Background: an optimization exercise with open tools, aiming at small area. Do not read the settings as production practice.
In this exercise RTL edits were held to simulation tests only and were not proved equivalent to the original.
No run shown here takes its clock network from TritonCTS; it comes from the design's own scripts or RTL.
The clock port is modelled as an ideal driver, which makes a skipped or thinned clock tree look cheaper than it is; a real chip needs a root buffer or a tree.
Power is estimated from default activity; no workload was simulated.

<file path="flow/run.sh">
#!/bin/bash
# ORFS layout as standard.sh runs it, with these changes:
#  - synthesis (flow/synth.tcl, the standard synthesis script) maps the
#    logic with area-oriented ABC scripts instead of ORFS's speed script:
#    it is run once with each script in flow/abc/ and the netlist with the
#    smallest cell area is kept (registers are mapped before ABC runs, so
#    every run has the same registers);
#  - the buffers ABC inserts are removed at floorplan;
#  - the port buffers are the smallest buffer, buf_1;
#  - the clock tree is one level of clock buffers (flow/cts_hook.tcl).
set -euo pipefail
STAT=$PWD/orfs/reports/$FLOW_PLATFORM/flashcart/base/synth_stat.txt
best=""
best_area=""
for s in "$PWD"/flow/abc/*.script; do
  name=$(basename "$s" .script)
  bash standard.sh clean_synth > "clean_$name.log" 2>&1 || true
  if FLOW_ABC_SCRIPT=$s bash standard.sh SYNTH_SCRIPT=$PWD/flow/synth.tcl synth \
       > "synth_$name.log" 2>&1; then
    area=$(grep -oE "Chip area for module .*: [0-9.]+" "$STAT" | awk '{print $NF}')
    echo "$name $area" >> synth_areas.txt
    if [[ -z "$best" ]] || awk -v a="$area" -v b="$best_area" 'BEGIN{exit !(a < b)}'; then
      best=$s
      best_area=$area
    fi
  fi
done
echo "best: $best $best_area" >> synth_areas.txt
bash standard.sh clean_synth > clean_best.log 2>&1 || true
FLOW_ABC_SCRIPT=$best bash standard.sh SYNTH_SCRIPT=$PWD/flow/synth.tcl synth > synth.log 2>&1
bash standard.sh \
  BUFFER_PORTS_ARGS="-buffer_cell sky130_fd_sc_hd__buf_1" \
  REMOVE_ABC_BUFFERS=1 \
  CLK_K=4 CLK_CELL=sky130_fd_sc_hd__clkbuf_4 PRE_CTS_TCL=$PWD/flow/cts_hook.tcl \
  finish > layout.log 2>&1
</file>
<file path="flow/abc/i3_sy4_e50.script">
strash
&get -n
&st
&dch -f
&nf -R 1000 -F 8 -A 4 -C 32 -E 50
&st
&syn4
&dch -f
&nf -R 1000 -F 8 -A 4 -C 32 -E 50
&st
&syn4
&dch -f
&nf -R 1000 -F 8 -A 4 -C 32 -E 50
&put
topo
</file>
<file path="flow/abc/i4_s2_e0.script">
strash
&get -n
&st
&dch -f
&nf -R 1000 -F 8 -A 4 -C 32
&st
&syn2
&dch -f
&nf -R 1000 -F 8 -A 4 -C 32
&st
&syn2
&dch -f
&nf -R 1000 -F 8 -A 4 -C 32
&st
&syn2
&dch -f
&nf -R 1000 -F 8 -A 4 -C 32
&put
topo
</file>
<file path="flow/abc/i4_s3_e20.script">
strash
&get -n
&st
&dch -f
&nf -R 1000 -F 8 -A 4 -C 32 -E 20
&st
&syn3
&dch -f
&nf -R 1000 -F 8 -A 4 -C 32 -E 20
&st
&syn3
&dch -f
&nf -R 1000 -F 8 -A 4 -C 32 -E 20
&st
&syn3
&dch -f
&nf -R 1000 -F 8 -A 4 -C 32 -E 20
&put
topo
</file>
<file path="flow/abc/i5_s3_e0.script">
strash
&get -n
&st
&dch -f
&nf -R 1000 -F 8 -A 4 -C 32
&st
&syn3
&dch -f
&nf -R 1000 -F 8 -A 4 -C 32
&st
&syn3
&dch -f
&nf -R 1000 -F 8 -A 4 -C 32
&st
&syn3
&dch -f
&nf -R 1000 -F 8 -A 4 -C 32
&st
&syn3
&dch -f
&nf -R 1000 -F 8 -A 4 -C 32
&put
topo
</file>
<file path="flow/abc/i5_s3_e20.script">
strash
&get -n
&st
&dch -f
&nf -R 1000 -F 8 -A 4 -C 32 -E 20
&st
&syn3
&dch -f
&nf -R 1000 -F 8 -A 4 -C 32 -E 20
&st
&syn3
&dch -f
&nf -R 1000 -F 8 -A 4 -C 32 -E 20
&st
&syn3
&dch -f
&nf -R 1000 -F 8 -A 4 -C 32 -E 20
&st
&syn3
&dch -f
&nf -R 1000 -F 8 -A 4 -C 32 -E 20
&put
topo
</file>
<file path="flow/abc/i6_e10.script">
strash
&get -n
&st
&dch -f
&nf -R 1000 -F 8 -A 4 -C 32 -E 10
&st
&syn3
&dch -f
&nf -R 1000 -F 8 -A 4 -C 32 -E 10
&st
&syn3
&dch -f
&nf -R 1000 -F 8 -A 4 -C 32 -E 10
&st
&syn3
&dch -f
&nf -R 1000 -F 8 -A 4 -C 32 -E 10
&st
&syn3
&dch -f
&nf -R 1000 -F 8 -A 4 -C 32 -E 10
&st
&syn3
&dch -f
&nf -R 1000 -F 8 -A 4 -C 32 -E 10
&put
topo
</file>
<file path="flow/abc/i6_s3_e20.script">
strash
&get -n
&st
&dch -f
&nf -R 1000 -F 8 -A 4 -C 32 -E 20
&st
&syn3
&dch -f
&nf -R 1000 -F 8 -A 4 -C 32 -E 20
&st
&syn3
&dch -f
&nf -R 1000 -F 8 -A 4 -C 32 -E 20
&st
&syn3
&dch -f
&nf -R 1000 -F 8 -A 4 -C 32 -E 20
&st
&syn3
&dch -f
&nf -R 1000 -F 8 -A 4 -C 32 -E 20
&st
&syn3
&dch -f
&nf -R 1000 -F 8 -A 4 -C 32 -E 20
&put
topo
</file>
<file path="flow/abc/i6_s3_e50.script">
strash
&get -n
&st
&dch -f
&nf -R 1000 -F 8 -A 4 -C 32 -E 50
&st
&syn3
&dch -f
&nf -R 1000 -F 8 -A 4 -C 32 -E 50
&st
&syn3
&dch -f
&nf -R 1000 -F 8 -A 4 -C 32 -E 50
&st
&syn3
&dch -f
&nf -R 1000 -F 8 -A 4 -C 32 -E 50
&st
&syn3
&dch -f
&nf -R 1000 -F 8 -A 4 -C 32 -E 50
&st
&syn3
&dch -f
&nf -R 1000 -F 8 -A 4 -C 32 -E 50
&put
topo
</file>
<file path="flow/abc/r2.script">
strash
&get -n
&st
&dch -f
&nf -R 1000 -F 8 -A 4 -C 32
&st
&syn2
&dch -f
&nf -R 1000 -F 8 -A 4 -C 32
&st
&syn3
&dch -f
&nf -R 1000 -F 8 -A 4 -C 32
&put
topo
</file>
<file path="flow/abc/r3.script">
strash
&get -n
&st
&dch -f
&nf -R 1000 -F 8 -A 4 -C 32
&st
&syn2
&dch -f
&nf -R 1000 -F 8 -A 4 -C 32
&st
&syn3
&dch -f
&nf -R 1000 -F 8 -A 4 -C 32
&st
&syn3
&dch -f
&nf -R 1000 -F 8 -A 4 -C 32
&st
&syn3
&dch -f
&nf -R 1000 -F 8 -A 4 -C 32
&put
topo
</file>
<file path="flow/cts_hook.tcl">
# PRE_CTS hook: a one-level clock tree. The design has a few dozen
# flip-flops, so TritonCTS's H-tree (a root buffer and four leaf buffers)
# is replaced by CLK_K leaf buffers (CLK_CELL) driven by the clock port.
# The flip-flops are grouped by a few rounds of k-means on their
# locations; each group gets a buffer placed at its centre. The rest of
# ORFS's CTS step (legalisation, timing repair) runs unchanged.
proc clock_tree_synthesis {args} {
  set k $::env(CLK_K)
  set block [ord::get_db_block]
  set master [[ord::get_db] findMaster $::env(CLK_CELL)]
  set clk [[$block findBTerm clk] getNet]
  set sinks {}
  foreach it [$clk getITerms] {
    set loc [[$it getInst] getLocation]
    lappend sinks [list [lindex $loc 0] [lindex $loc 1] $it]
  }
  set n [llength $sinks]
  # initial centres: k evenly spaced sinks in x order
  set byx [lsort -integer -index 0 $sinks]
  set cx {}; set cy {}
  for {set g 0} {$g < $k} {incr g} {
    set s [lindex $byx [expr {(2 * $g + 1) * $n / (2 * $k)}]]
    lappend cx [lindex $s 0]; lappend cy [lindex $s 1]
  }
  for {set iter 0} {$iter < 20} {incr iter} {
    set sx [lrepeat $k 0]; set sy [lrepeat $k 0]; set sn [lrepeat $k 0]
    set asg {}
    foreach s $sinks {
      set best 0; set bd -1
      for {set g 0} {$g < $k} {incr g} {
        set dx [expr {[lindex $s 0] - [lindex $cx $g]}]
        set dy [expr {[lindex $s 1] - [lindex $cy $g]}]
        set dd [expr {abs($dx) + abs($dy)}]
        if {$bd < 0 || $dd < $bd} { set bd $dd; set best $g }
      }
      lappend asg $best
      lset sx $best [expr {[lindex $sx $best] + [lindex $s 0]}]
      lset sy $best [expr {[lindex $sy $best] + [lindex $s 1]}]
      lset sn $best [expr {[lindex $sn $best] + 1}]
    }
    for {set g 0} {$g < $k} {incr g} {
      if {[lindex $sn $g] > 0} {
        lset cx $g [expr {[lindex $sx $g] / [lindex $sn $g]}]
        lset cy $g [expr {[lindex $sy $g] / [lindex $sn $g]}]
      }
    }
  }
  for {set g 0} {$g < $k} {incr g} {
    if {[lindex $sn $g] == 0} { continue }
    set net [odb::dbNet_create $block clknet_leaf_$g]
    $net setSigType CLOCK
    set inst [odb::dbInst_create $block $master clkbuf_leaf_$g]
    [$inst findITerm A] connect $clk
    [$inst findITerm X] connect $net
    $inst setLocation [lindex $cx $g] [lindex $cy $g]
    $inst setPlacementStatus PLACED
    puts "clock tree: clkbuf_leaf_$g drives [lindex $sn $g] clock sinks"
  }
  foreach s $sinks g $asg {
    set it [lindex $s 2]
    $it disconnect
    $it connect [$block findNet clknet_leaf_$g]
  }
}
</file>
<file path="flow/synth.tcl">
# synth_recipe.tcl (the standard synthesis) with one change: ABC maps the
# logic with the script named by FLOW_ABC_SCRIPT (one of flow/abc/)
# instead of ORFS's speed script.
proc synth {args} { yosys synth -nofsm -noshare {*}$args }
proc abc {args} {
  set i [lsearch $args -script]
  if {$i >= 0} { lset args [expr {$i+1}] $::env(FLOW_ABC_SCRIPT) }
  yosys abc {*}$args
}
source $::env(SCRIPTS_DIR)/synth.tcl
# left out here: clear keep_hierarchy, flatten, clean up, hide names made inside functions, write 1_2_yosys.v
</file>
<file path="standard.sh">
#!/bin/bash
# synth_recipe.tcl (not shown) runs the flow's synth.tcl, then flattens the netlist and writes it again
# the make line also repeats each setting of config.mk as NAME=value (left out here)
make -C /OpenROAD-flow-scripts/flow DESIGN_CONFIG=/design/flow/config.mk WORK_HOME=/design/flow/orfs CLKGATE_MAP_FILE= SYNTH_SCRIPT=/design/flow/synth_recipe.tcl "${@:-finish}"
</file>
<file path="config.mk">
export PLATFORM = sky130hd
export DESIGN_NAME = flashcart
export DESIGN_NICKNAME = flashcart
export VERILOG_FILES = /design/flow/design.v
export SDC_FILE = /design/flow/constraint.sdc
export NUM_CORES = 4
export LEC_CHECK = 0
export CAP_MARGIN = 0
export CORE_MARGIN = 2
export CORE_UTILIZATION = 45
export GPL_TIMING_DRIVEN = 0
export SLEW_MARGIN = 0
</file>
<file path="constraint.sdc">
create_clock -name core_clock -period 5.0 [get_ports {clk}]
set_input_delay 1.0000 -clock core_clock [delete_from_list [all_inputs] [get_ports {clk}]]
set_output_delay 1.0000 -clock core_clock [all_outputs]
set_load 0.01 [all_outputs]
</file>
<file path="design.v">
module flashcart (
    input  wire        clk,
    input  wire        rst,           
    input  wire        req_valid,
    output wire        req_ready,
    input  wire        req_ev,        
    input  wire [2:0]  req_code,      
    input  wire [1:0]  req_win,       
    input  wire        req_we,        
    input  wire [12:0] req_off,
    input  wire [7:0]  req_data,
    input  wire        cfg_fj,        
    input  wire        cfg_bj,
    input  wire        cfg_cp,
    output wire        rsp_valid,
    output wire [7:0]  rsp_data,
    output wire        rsp_ok,        
    output wire        rsp_fwd,       
    output wire        rsp_map,       
    output wire [1:0]  rsp_ge,
    output wire [3:0]  rsp_bank,
    output wire [3:0]  rsp_flags,     
    output wire        rsp_bsel,      
    output wire        rsp_cpchg,     
    output wire        fl_en,
    output wire        fl_we,
    output wire [16:0] fl_addr,
    output wire [7:0]  fl_wdata,
    input  wire [7:0]  fl_rdata,
    output wire        ram_en,
    output wire        ram_we,
    output wire [14:0] ram_addr,
    output wire [7:0]  ram_wdata,
    input  wire [7:0]  ram_rdata
);
    localparam [3:0] F_READ          = 4'b0000,
                     F_UNLOCK1       = 4'b0001,
                     F_UNLOCK2       = 4'b0011,
                     F_AUTOSELECT    = 4'b0010,
                     F_PROGRAM       = 4'b0110,
                     F_ERASE_SETUP   = 4'b0100,
                     F_ERASE_UNLOCK1 = 4'b0101,
                     F_ERASE_UNLOCK2 = 4'b0111;
    reg        fj, bj, cp_dev;
    reg        att;
    reg        active;
    reg [3:0]  bank;
    reg        allow_bank, no_freeze;
    reg        export_ram;
    reg [3:0]  fstate;
    reg        ph;             
    reg [13:0] els;            
    localparam [13:0] EPOL = 14'h2AAA;
    wire [13:0] elo = els ^ EPOL;
    wire cpe         = !fj && fstate[0];
    wire reu_mapping = !fj && fstate[1];
    wire wol         = fstate[2];         
    wire f_auto      = fj && (fstate == F_AUTOSELECT);
    wire f_perr  = (fstate[3:2] == 2'b10);
    wire er      = (fstate[3:1] == 3'b111);
    wire chip    = fstate[0];
    wire [7:0]  o8  = req_off[7:0];
    wire [7:0]  d   = req_data;
    wire        io1 = (req_win == 2'd0);
    wire        io2 = (req_win == 2'd1);
    wire [12:0] bank_off = req_win[1] ? req_off : {4'b1111, req_win[0], o8};
    wire [16:0] fl_a     = {bank[3] ^ ~bj, bank[2:0], bank_off};
    wire is_reg   = io1 && (o8[7:1] == 7'd0);
    wire engaged  = io1 && att && cpe && cp_dev && (o8[7:4] == 4'd0);
    wire serviced = att && active && (io1 ? reu_mapping : (io2 && !reu_mapping));
    wire is_rom   = req_win[1] && att;
    wire mem_access  = !req_ev && !is_reg && !engaged && (serviced || is_rom);
    wire mem_read    = mem_access && !req_we;
    wire mem_write   = mem_access && req_we && (req_win != 2'd3);
    wire ram_write   = mem_write && export_ram;
    wire flash_store = mem_write && !export_ram && fj;
    wire [14:0] am  = fl_a[14:0];
    wire        u1  = (am == 15'h5555);
    wire        u2  = (am == 15'h2AAA);
    wire        dAA = (d == 8'hAA);
    wire        d55 = (d == 8'h55);
    wire        dF0 = (d == 8'hF0);
    reg  [3:0]  f_next;
    always @(*) begin
        f_next = F_READ;
        case (fstate)
            F_READ:
                if (u1 && dAA)                 f_next = F_UNLOCK1;
            F_UNLOCK1:
                if (u2 && d55)                 f_next = F_UNLOCK2;
            F_UNLOCK2:
                if (u1 && d == 8'h90)          f_next = F_AUTOSELECT;
                else if (u1 && d == 8'hA0)     f_next = F_PROGRAM;
                else if (u1 && d == 8'h80)     f_next = F_ERASE_SETUP;
            F_AUTOSELECT:
                if (u1 && dAA)                 f_next = F_UNLOCK1;
                else if (!dF0)                 f_next = F_AUTOSELECT;
            F_ERASE_SETUP:
                if (u1 && dAA)                 f_next = F_ERASE_UNLOCK1;
            F_ERASE_UNLOCK1:
                if (u2 && d55)                 f_next = F_ERASE_UNLOCK2;
            F_ERASE_UNLOCK2:
                if (u1 && d == 8'h10)          f_next = 4'b1111;
                else if (d == 8'h30)           f_next = 4'b1110;
            default:    
                if (!dF0)                      f_next = fstate;
        endcase
    end
    wire f_prog    = (fstate == F_PROGRAM);
    wire rd_ident  = f_auto && (o8 <= 8'h02);
    wire prog      = flash_store && f_prog;
    assign req_ready = ph;
    wire   acc       = req_valid && ph;
    wire   elo_z     = (elo[12:0] == 13'd0);
    wire   elo_fb    = elo[13] ^ elo[4] ^ elo[2] ^ elo[0] ^ elo_z;
    wire   elo_end   = elo_z && elo[13];
    wire   sec_step  = er && chip && elo_end;
    wire   sec_t1    = sec_step && !bank[1];                
    wire   sec_t2    = sec_t1 && bank[0];                   
    wire   er_last   = elo_end && (!chip || (!bank[1] && bank[0] && !fj));
    wire   er_start  = flash_store && f_next[3] && f_next[2];
    assign rsp_valid = (acc && !er_start) || (er && er_last);
    wire [7:0] pgm_new = fl_rdata & d;
    wire       pgm_ok  = (pgm_new == d);
    wire fl_rd  = mem_read && !export_ram && !rd_ident && !f_perr;
    wire ram_rd = mem_read && export_ram;
    assign fl_en    = er || (req_valid && ((fl_rd && !ph) || prog));
    assign fl_we    = er || (ph && prog);
    assign fl_addr  = {fl_a[16:14], elo | (fl_a[13:0] & {14{!er}})};
    assign fl_wdata = er ? 8'hFF : pgm_new;
    assign ram_en    = !er && req_valid && ((ram_rd && !ph) || (ram_write && ph));
    assign ram_we    = ram_write;
    assign ram_addr  = {(req_win[1] || allow_bank) ? bank[1:0] : 2'b00, bank_off};
    assign ram_wdata = d;
    wire       reg_ok = att && active;
    wire [7:0] status = {bank[2], reu_mapping, bank[3], bank[1:0], 1'b0,
                         allow_bank, fj};
    wire [7:0] fstat  = {~fstate[1], fstate[0], 1'b1, 5'd0};
    wire t_fa   = req_ev && (!att || !no_freeze);
    wire t_reg  = !req_ev && is_reg && reg_ok;
    wire fl_spc = mem_read && !export_ram;
    wire t_st   = fl_spc && f_perr;
    wire t_id   = fl_spc && f_auto;
    assign rsp_data = ({8{ram_rd}} & ram_rdata) | ({8{fl_rd}} & fl_rdata) |
                      ({8{t_reg}} & status) | ({8{t_st}} & fstat) |
                      {2'b00, t_id && o8 == 8'h01, 4'b0000,
                       (t_id && o8 == 8'h00) || t_fa};
    assign rsp_ok   = !req_win[1] && (is_reg ? reg_ok : mem_read);
    wire reg_wr    = !req_ev && is_reg && reg_ok && req_we;
    wire ev_attach = (req_code == 3'd0) && !att;
    wire ev_reset  = (req_code == 3'd1) && att;
    wire ev_freeze = ((req_code == 3'd2) || (req_code == 3'd3 && !no_freeze)) &&
                     att && !fj;
    assign rsp_fwd   = !er && !req_ev && !is_reg && engaged;
    assign rsp_map   = !er && (req_ev ? (ev_attach || ev_reset || ev_freeze)
                                      : (reg_wr && !o8[0]));
    assign rsp_bsel  = !er && reg_wr && o8[0] && fj;
    assign rsp_cpchg = !er && reg_wr && o8[0] && !fj && !wol && (cpe != d[0]);
    assign rsp_ge    = req_ev ? {req_code[1] || (req_code[0] ? fj : cfg_fj), req_code[1]}
                              : {d[1] && !(fj && d[0]), d[0] && !fj};
    assign rsp_bank  = req_ev ? ((req_code[1:0] == 2'b01) ? bank : 4'd0)
                              : {o8[0] && bj && !d[5], d[7], d[4], d[3]};
    assign rsp_flags = req_ev ? {req_code[1], 1'b0, 1'b1, 1'b0}
                              : {d[5], d[6], 1'b0, 1'b1};
    wire a_ev  = acc && req_ev;
    wire a_att = a_ev && ev_attach;
    wire a_rst = a_ev && ev_reset;
    wire a_frz = a_ev && (req_code[2:1] == 2'b01) && ev_freeze;
    wire a_det = a_ev && (req_code == 3'd5);
    wire a_wr  = acc && reg_wr;
    wire a_r0  = a_wr && !o8[0];
    wire a_r1f = a_wr && o8[0] && fj;
    wire a_r1n = a_wr && o8[0] && !fj && !wol;
    wire a_r1  = a_r1f || a_r1n;
    wire a_tog = acc && t_st;
    wire a_fs  = acc && flash_store;
    wire a_bk  = a_r0 || a_r1;
    always @(posedge clk) begin
        ph  <= req_valid && !er && !ph;
        els <= er ? ({elo[12:0], elo_fb} ^ EPOL) : EPOL;
        att <= !rst && (a_att || (att && !a_det));
        if (!att) begin
            fj     <= cfg_fj;
            bj     <= cfg_bj;
            cp_dev <= cfg_cp;
        end else if (sec_t2) begin
            fj     <= !fj;
        end
        active      <= a_att || a_rst || a_frz ||
                       (active && !(a_r0 && d[2]));
        no_freeze   <= (a_r1 && d[2]) || (no_freeze && !(a_att || a_r1));
        allow_bank  <= (a_r1 && d[1]) || (allow_bank && !(a_att || a_r1));
        export_ram  <= a_frz || (a_r0 && d[5]) ||
                       (export_ram && !(a_att || a_rst || a_r0));
        bank[2:0]   <= (({3{a_bk}} & {d[7], d[4], d[3]}) |
                        ({3{!(a_att || a_bk)}} & bank[2:0])) ^
                       {sec_t1, sec_step, sec_t1};
        bank[3]     <= ((a_r1f && bj && !d[5]) ||
                        (bank[3] && !(a_att || a_bk))) ^ sec_t2;
        if (a_att || (a_rst && fj) || (er && er_last))
            fstate <= F_READ;
        else if (a_rst)
            fstate[2] <= 1'b0;                   
        else if (a_r1n)
            fstate[2:0] <= {1'b1, d[6], d[0]};   
        else if (a_fs)
            fstate <= f_prog ? (pgm_ok ? F_READ : {2'b10, d[7], 1'b0}) : f_next;
        else if (a_tog)
            fstate[0] <= ~fstate[0];
        if (rst) fstate[1] <= 1'b0;
    end
endmodule
</file>
==> results of run 1 <==
cells in the final DEF, fill, tap and decap left out, drive strengths merged, types with 7 or more instances in the layout:
master / count
a21o: 7
a21oi: 17
a222oi: 7
buf: 125
clkinv: 24
dfxtp: 28
nand2: 70
nand3: 14
nand4: 10
nor2: 34
nor2b: 7
nor3: 13
nor4: 7
o21ai: 22
xnor2: 7
registers in the layout, summed over array words and instances, names as in the netlist:
name        flops
att             1
ph              1
els            14
active          1
fj              1
bank            4
fstate          4
allow_bank      1
cp_dev          1
no_freeze       1
bj              1
export_ram      1
timing repair:
| item | 4_1_cts | 5_1_grt |
|---|---|---|
| setup buffers | 0 | 0 |
| setup endpoints to repair | 0 | 1 |
| gates resized for setup | 0 | 1 |
per-stage QoR:
stage	total power, W	hold WS [ns]
4_1_cts	0.000475	0.398
3_5_place_dp	0.000399	0.398
5_1_grt	0.000524	0.445
2_1_floorplan	0.000328	0.366
3_3_place_gp	0.000399	0.393
6_report	0.000502	0.416
metal layers:
metal,GRT usage,routed length [um],vias up
met5,0,0,-
met4,0.0696,225,0
li1,-,-,1471
met1,0.443,3970,1420
met3,0.0306,980,20
met2,0.452,3970,207
worst register-to-register path: stages, from the launching register on:
cell	delay, ns
dfxtp_1	0.53
nand4_1	0.19
nor2_1	0.61
nand3_1	0.20
nor4_1	0.82
nor2_1	0.27
nand2_1	0.31
nor2_1	0.09
a21oi_1	0.16
xnor2_1	0.09
area by class of cell:
| cell class | instances | area, um2 | share of cell area |
|---|---|---|---|
| timing repair buffer | 126 | 474 | 0.168 |
| sequential | 31 | 651 | 0.231 |
| buffer | 4 | 30.0 | 0.0107 |
| tap | 70 | 87.6 | 0.0311 |
| multi-input combinational | 271 | 1490 | 0.527 |
| inverter | 24 | 90.1 | 0.0320 |
power breakdown:
part,internal (W),switching [W],total [W]
logic,0.0000428,0.0000806,0.000123
clock network,0.0000383,0.0000673,0.000106
registers,0.000259,0.0000146,0.000273
total,0.000340,0.000163,0.000502
logic make-up (layout without fill, tap and decap cells):
logic type                Yosys count  count (layout)  synth area share
DFF                                31              31             0.270
and+or+nand+nor                   178             178             0.347
buffers and inverters              48             154             0.112
xor gates and xnor gates            8               8            0.0291
muxes                               1               1           0.00416
AOI/OAI and AO/OA                  84              84             0.237
how the worst max path moves through the flow:
| stage | startpoint | end |
|---|---|---|
| final | req_off[5] | bank[0]$_DFF_P_ |
| after global routing | req_off[5] | bank[0]$_DFF_P_ |
| after floorplan | req_off[5] | rsp_data[6] |
| after CTS | req_win[1] | rsp_valid |
| after global placement | req_win[1] | rsp_valid |
| after detailed placement | req_win[1] | rsp_valid |
==> run_results.csv, run 1 <==
group,metric,value,unit
power,leakagePower,0.993,nW
synthesis,syn_area_per_cell,6.87,um2
layout,area_growth,17.1,%
sta,period_minus_slack,4.50,ns
drt,num_vias,3118,
sta,report.final.setup_viol,0,
placed_design,port_buffers,126,
die,start_util,0.468,
setup_path,cp_common_cell,"nor2_1",
sta,worst_slew_pin_slew,1.25,ns
job,drv_cap,0,
setup_path,path_buf_inv,1,
min_path,min_to,"els[13]$_SDFF_PN1_",
grt,gr-total-overflow,0,
die,dieHeight,77.1,um
synthesis,ys_ff_latch,31,
setup_path,end_kind,"flip-flop",
sta,finalWorstSetupSlack,0.496,ns
synthesis,synth_common_cells,"nand2_1, nor2_1, dfxtp_1",
drt,wl,9.15,mm
drt,ant_nets,0,
synthesis,ys_types,47,
setup_path,critPathKind,"input pin to flip-flop",
clock_network,path_clk_slew,0.08,ns
setup_path,rr_endpoint,"bank[0]$_DFF_P_",
placed_design,place.gp.congestion,0.922,
power,power_density,178,nW/um2
setup_path,worstPathArrival,4.53,ns
synthesis,yosysTopAreaCell,"dfxtp_1",
placed_design,dpl_cell_area,2790,um2
synthesis,syn_inst,350,
sta,fin_crit_sh,0.901,
sta,fin_setup_tns,0,ns
layout,antennaDiodeCount,0,
synthesis,synth_area,2410,um2
drt,dr.pass1.iters,8,
layout,fin_nets,508,
setup_path,crit_cells,12,
die,rows,26,
power,ir_drop,0.000153,V
die,die_area,5950,um2
layout,drive_gt1_frac,0.0110,
setup_path,crit_path_max_fanout,10,
layout,finish.instance_area,2820,um2
sta,drv_slew,0,
sta,fmax,222,MHz
setup_path,required,5.03,ns
sta,rsz0062_at_grt,"no",
setup_path,cpLargestDelayFamily,"simple AND/OR/NAND/NOR gates",
drt,post_drt_via_cell_ratio,5.93,
synthesis,synth_warnings,1,
grt,grt_pass1_wl,14.3,mm
clock_network,clkLatencyLatePin,0.17,ns
min_path,worstHoldPathType,"flip-flop to flip-flop",
sta,skew,0.0275,ns
layout,fillerInstances,569,
drt,drc,0,
die,ios,127,
run_status,status,"no timing/DRC/antenna violations",
sta,relSlewSlack,0.165,
drt,drtIter0Drc,432,
die,core,5140,um2
drt,avgRoutedWirePerCell,17.4,um
clock_network,cts_hold_buf,0,
synthesis,async_flop_share,0,
min_path,whs_path_depth,1,
placed_design,pre_cts_ws,0.325,ns
setup_path,r2r_setup_slack,1.60,ns
synthesis,synth.top_cell.area_share,0.233,
synthesis,synthFlopType,"dfxtp_1",
placed_design,dpl.cell_count,522,
grt,track_usage,0.295,
layout,post-route-util,0.548,
layout,fin_cells,526,
synthesis,synthTopCellsByArea,"dfxtp_1, nand2_1, buf_4",
placed_design,dp.final_hpwl,7.08,mm
min_path,worstHoldStart,"els[12]$_SDFF_PN0_",
synthesis,ys_seq_area_frac,0.270,
setup_path,slowest_stage,"nor4_1",
setup_path,reg2regPathDepth,9,
setup_path,rr_startpoint,"att$_DFF_P_",
die,die_w,77.1,um
setup_path,cpPeakStageDelay,0.82,ns
synthesis,yosysMostFrequentCell,"nand2_1",
setup_path,path_cells,"buf_1, nor4_1, nor2b_1, nand4_1, nor2_1, nand3_1, nor4_1, nor2_1, nand2_1, nor2_1, a21oi_1, xnor2_1",
grt,antenna_found_initial,0,
setup_path,setup.worst_path.start_class,"input pin",
synthesis,synth_edf_count,3,
grt,grt_pass1_vias,2733,
grt,grt_max_degree,32,
sta,hold_viol_final,0,
==> run 2: changes to the inputs <==
--- a/design.v
+++ b/design.v
@@ -37,7 +37,7 @@
                      F_UNLOCK1       = 4'b0001,
-                     F_UNLOCK2       = 4'b0011,
-                     F_AUTOSELECT    = 4'b0010,
-                     F_PROGRAM       = 4'b0110,
-                     F_ERASE_SETUP   = 4'b0100,
-                     F_ERASE_UNLOCK1 = 4'b0101,
+                     F_UNLOCK2       = 4'b0010,
+                     F_AUTOSELECT    = 4'b0011,
+                     F_PROGRAM       = 4'b0100,
+                     F_ERASE_SETUP   = 4'b0101,
+                     F_ERASE_UNLOCK1 = 4'b0110,
                      F_ERASE_UNLOCK2 = 4'b0111;
@@ -51,2 +51,3 @@
     reg        ph;             
+    reg [2:0]  ehi;            
     reg [13:0] els;            
@@ -116,6 +117,3 @@
     wire   elo_end   = elo_z && elo[13];
-    wire   sec_step  = er && chip && elo_end;
-    wire   sec_t1    = sec_step && !bank[1];                
-    wire   sec_t2    = sec_t1 && bank[0];                   
-    wire   er_last   = elo_end && (!chip || (!bank[1] && bank[0] && !fj));
+    wire   er_last   = elo_end && (!chip || ehi == 3'h7);
     wire   er_start  = flash_store && f_next[3] && f_next[2];
@@ -128,3 +126,3 @@
     assign fl_we    = er || (ph && prog);
-    assign fl_addr  = {fl_a[16:14], elo | (fl_a[13:0] & {14{!er}})};
+    assign fl_addr  = {fl_a[16:14] ^ ehi, elo | (fl_a[13:0] & {14{!er}})};
     assign fl_wdata = er ? 8'hFF : pgm_new;
@@ -180,2 +178,3 @@
         els <= er ? ({elo[12:0], elo_fb} ^ EPOL) : EPOL;
+        ehi <= (er && chip) ? (elo_end ? ehi + 3'd1 : ehi) : 3'd0;
         att <= !rst && (a_att || (att && !a_det));
@@ -185,4 +184,2 @@
             cp_dev <= cfg_cp;
-        end else if (sec_t2) begin
-            fj     <= !fj;
         end
@@ -194,7 +191,5 @@
                        (export_ram && !(a_att || a_rst || a_r0));
-        bank[2:0]   <= (({3{a_bk}} & {d[7], d[4], d[3]}) |
-                        ({3{!(a_att || a_bk)}} & bank[2:0])) ^
-                       {sec_t1, sec_step, sec_t1};
-        bank[3]     <= ((a_r1f && bj && !d[5]) ||
-                        (bank[3] && !(a_att || a_bk))) ^ sec_t2;
+        bank[2:0]   <= ({3{a_bk}} & {d[7], d[4], d[3]}) |
+                       ({3{!(a_att || a_bk)}} & bank[2:0]);
+        bank[3]     <= (a_r1f && bj && !d[5]) || (bank[3] && !(a_att || a_bk));
         if (a_att || (a_rst && fj) || (er && er_last))
==> run 2 against run 1 <==
Effect of this change:
- sequential cell count rose by 3
- clock power hardly changed
- critical endpoint is now rsp_valid
- cell area is 3.6% higher
- largest cell class unchanged
==> run_results.csv, run 2 <==
group,metric,value,unit
synthesis,synth_area,2480,um2
setup_path,cpPeakStageDelay,0.52,ns
sta,skew,0.0482,ns
setup_path,end_kind,"output port",
placed_design,place.gp.congestion,0.954,
synthesis,synth_common_cells,"nand2_1, nor2_1, dfxtp_1",
grt,grt_pass1_vias,2625,
synthesis,syn_area_per_cell,7.03,um2
sta,finalWorstSetupSlack,0.219,ns
layout,top_regs,"els (14), bank (4), fstate (4)",
power,combPwrFrac,0.211,
setup_path,setup.worst_path.start_class,"input pin",
sta,fmax,209,MHz
power,pwr-share-seq,0.577,
synthesis,synthTopCellsByArea,"dfxtp_1, nand2_1, buf_4",
synthesis,synthFlopType,"dfxtp_1",
power,sw_frac_of_total,0.288,
synthesis,synth_warnings,1,
synthesis,yosysTopAreaCell,"dfxtp_1",
placed_design,port_buffers,126,
grt,antenna_found_initial,1,
power,ir_drop,0.000106,V
power,power_density,169,nW/um2
grt,track_usage,0.279,
layout,fin_nets,515,
die,rows,27,
drt,dr.pass1.iters,7,
die,start_util,0.459,
power,pwr-share-clk,0.212,
layout,final_common_cell,"buf_1",
sta,hold_viol_final,0,
synthesis,synth.top_cell.area_share,0.250,
sta,fin_crit_sh,0.956,
placed_design,dp.final_hpwl,7.09,mm
drt,wl,9.06,mm
setup_path,slowest_stage,"buf_1",
setup_path,critPathKind,"input pin to output port",
setup_path,crit_path_max_fanout,12,
power,power_switching,0.000142,W
sta,period_minus_slack,4.78,ns
grt,grt_max_degree,32,
clock_network,clkLatencyLatePin,0.17,ns
min_path,worstHoldPathType,"flip-flop to flip-flop",
die,die_w,78.3,um
sta,drv_slew,0,
sta,worst_slew_pin_slew,1.21,ns
grt,grt_pass1_wl,13.6,mm
drt,avgRoutedWirePerCell,17.0,um
drt,post_drt_via_cell_ratio,5.83,
sta,report.final.setup_viol,0,
drt,drtIter0Drc,282,
setup_path,required,4.00,ns
drt,ant_nets,0,
setup_path,path_cells,"buf_1, nand2_1, nor4_1, nand4_1, nor3_1, nand4_1, o41ai_1, nor2_1, a211oi_1, o21ai_0, buf_1",
setup_path,worstPathArrival,3.78,ns
clock_network,path_clk_slew,0.12,ns
drt,drc,0,
sta,relSlewSlack,0.191,
sta,fin_setup_tns,0,ns
synthesis,syn_inst,353,
layout,largest_register_ffs,14,
job,drv_cap,0,
die,dieHeight,78.3,um
synthesis,ys_ff_latch,34,
synthesis,ys_types,48,
die,core,5410,um2
drt,num_vias,3108,
power,leakagePower,1.06,nW
layout,layout_common_cells,"buf_1, nand2_1, nor2_1",
sta,rsz0062_at_grt,"no",
die,die_area,6120,um2
layout,antennaDiodeCount,0,
layout,area_growth,17.7,%
run_status,status,"no timing/DRC/antenna violations",
placed_design,pre_cts_ws,0.199,ns
power,intPower,0.000350,W
synthesis,yosysMostFrequentCell,"nand2_1",
die,ios,127,
synthesis,ys_seq_area_frac,0.286,
grt,gr-total-overflow,0,
synthesis,async_flop_share,0,
layout,drive_gt1_frac,0.0152,
layout,largest-register,"els",
synthesis,synth_edf_count,3,
[run 2: final cells by class]
| type | instances | area (um2) |
|---|---|---|
| fill | 620 | 2490 |
| multi-input combinational | 272 | 1520 |
| sequential | 34 | 711 |
| timing repair buffer | 126 | 474 |
| inverter | 25 | 93.8 |
| tap | 72 | 90.1 |
| buffer | 4 | 30.0 |
[run 2: metal layers]
metal / routed length (um) / global-route usage
met2: 4040 / 0.452
met3: 911 / 0.0552
met4: 113 / 0.0351
met1: 3980 / 0.395
met5: 13 / 0
[run 2: logic make-up after synthesis]
logic type      synth area share
simple gates               0.333
compound gates             0.234
buf+inv                    0.104
flops                      0.286
xor+xnor                  0.0282
fa+ha+maj                 0.0101
mux                      0.00403
[run 2: worst max-delay path, delay by kind of cell]
family	cells	cell delay [ns]
AOI/OAI and AO/OA	3	0.84
buffers and inverters	2	0.68
and+or+nand+nor	6	1.23
[run 2: power by group through the flow]
stage	logic, W	registers [W]	clock network [W]
after CTS	0.000103	0.000290	0.0000790
after floorplan	0.0000414	0.000288	0
after detailed placement	0.000102	0.000290	0
final	0.000104	0.000284	0.000104
after global placement	0.000102	0.000290	0
after global routing	0.000114	0.000285	0.000123
[run 2: metrics by stage]
step / util / area, um2 / std cells / hold WS (ns) / total power, W
global route: 0.540 / 2920 / 533 / 0.429 / 0.000521
CTS: 0.539 / 2920 / 533 / 0.396 / 0.000472
finish: 0.540 / 2920 / 533 / 0.397 / 0.000492
floorplan: - / 2320 / 331 / 0.366 / 0.000330
detailed placement: 0.534 / 2890 / 529 / 0.395 / 0.000392
global placement: 0.533 / 2880 / 529 / 0.393 / 0.000392
[run 2: path summary, 6_finish.rpt]
check	from	end	slack, ns	cells after the start
worst max-delay path	req_off[0]	rsp_valid	0.22	11
worst min-delay path	els[12]$_SDFF_PN0_	els[13]$_SDFF_PN1_	0.40	1
worst max register to register	fj$_DFFE_PN_	fstate[1]$_SDFFE_PP0P_	1.90	11
worst min register to register	els[12]$_SDFF_PN0_	els[13]$_SDFF_PN1_	0.40	1
[run 2: what timing repair did]
| action | 4_1_cts | 5_1_grt |
|---|---|---|
| setup endpoints to repair | 0 | 2 |
| hold buffers | 0 | 0 |
| setup buffers | 0 | 0 |
| gates resized for setup | 0 | 2 |
| hold endpoints to repair | 0 | 0 |

[port drivers added, routing unchanged]
The flow's constraints put no driver on any port. The routed layouts listed below were extracted and timed again, unchanged, in two steps.
Step 1 (the two cells are an assumption about what drives the block):
set clk [get_ports {clk}]
set_driving_cell -lib_cell sky130_fd_sc_hd__clkbuf_16 $clk
set_driving_cell -lib_cell sky130_fd_sc_hd__buf_2 [delete_from_list [all_inputs] $clk]
Step 2 also shifts input and output timing later by t, the mid clock arrival at the registers, as if the neighbouring blocks saw the same clock.
Slacks: ideal / step 1 / step 2; pairs: ideal / step 1.
run | shift t [ns] | slack for setup (ns) | hold WS [ns] | worst setup path after step 2 | worst register clock-pin slew, ns
run 1 | 0.212 | 0.496 / 0.529 / 0.319 | 0.416 / 0.416 / 0.416 | input to register | 0.11 / 0.11
run 2 | 0.207 | 0.219 / 0.195 / 0.195 | 0.397 / 0.397 / 0.397 | input to output | 0.12 / 0.12
After both steps every run listed still meets setup and hold. The setup slack of run 1, which loses most, moves by +0.033 ns with the drivers and by -0.177 ns with both steps.
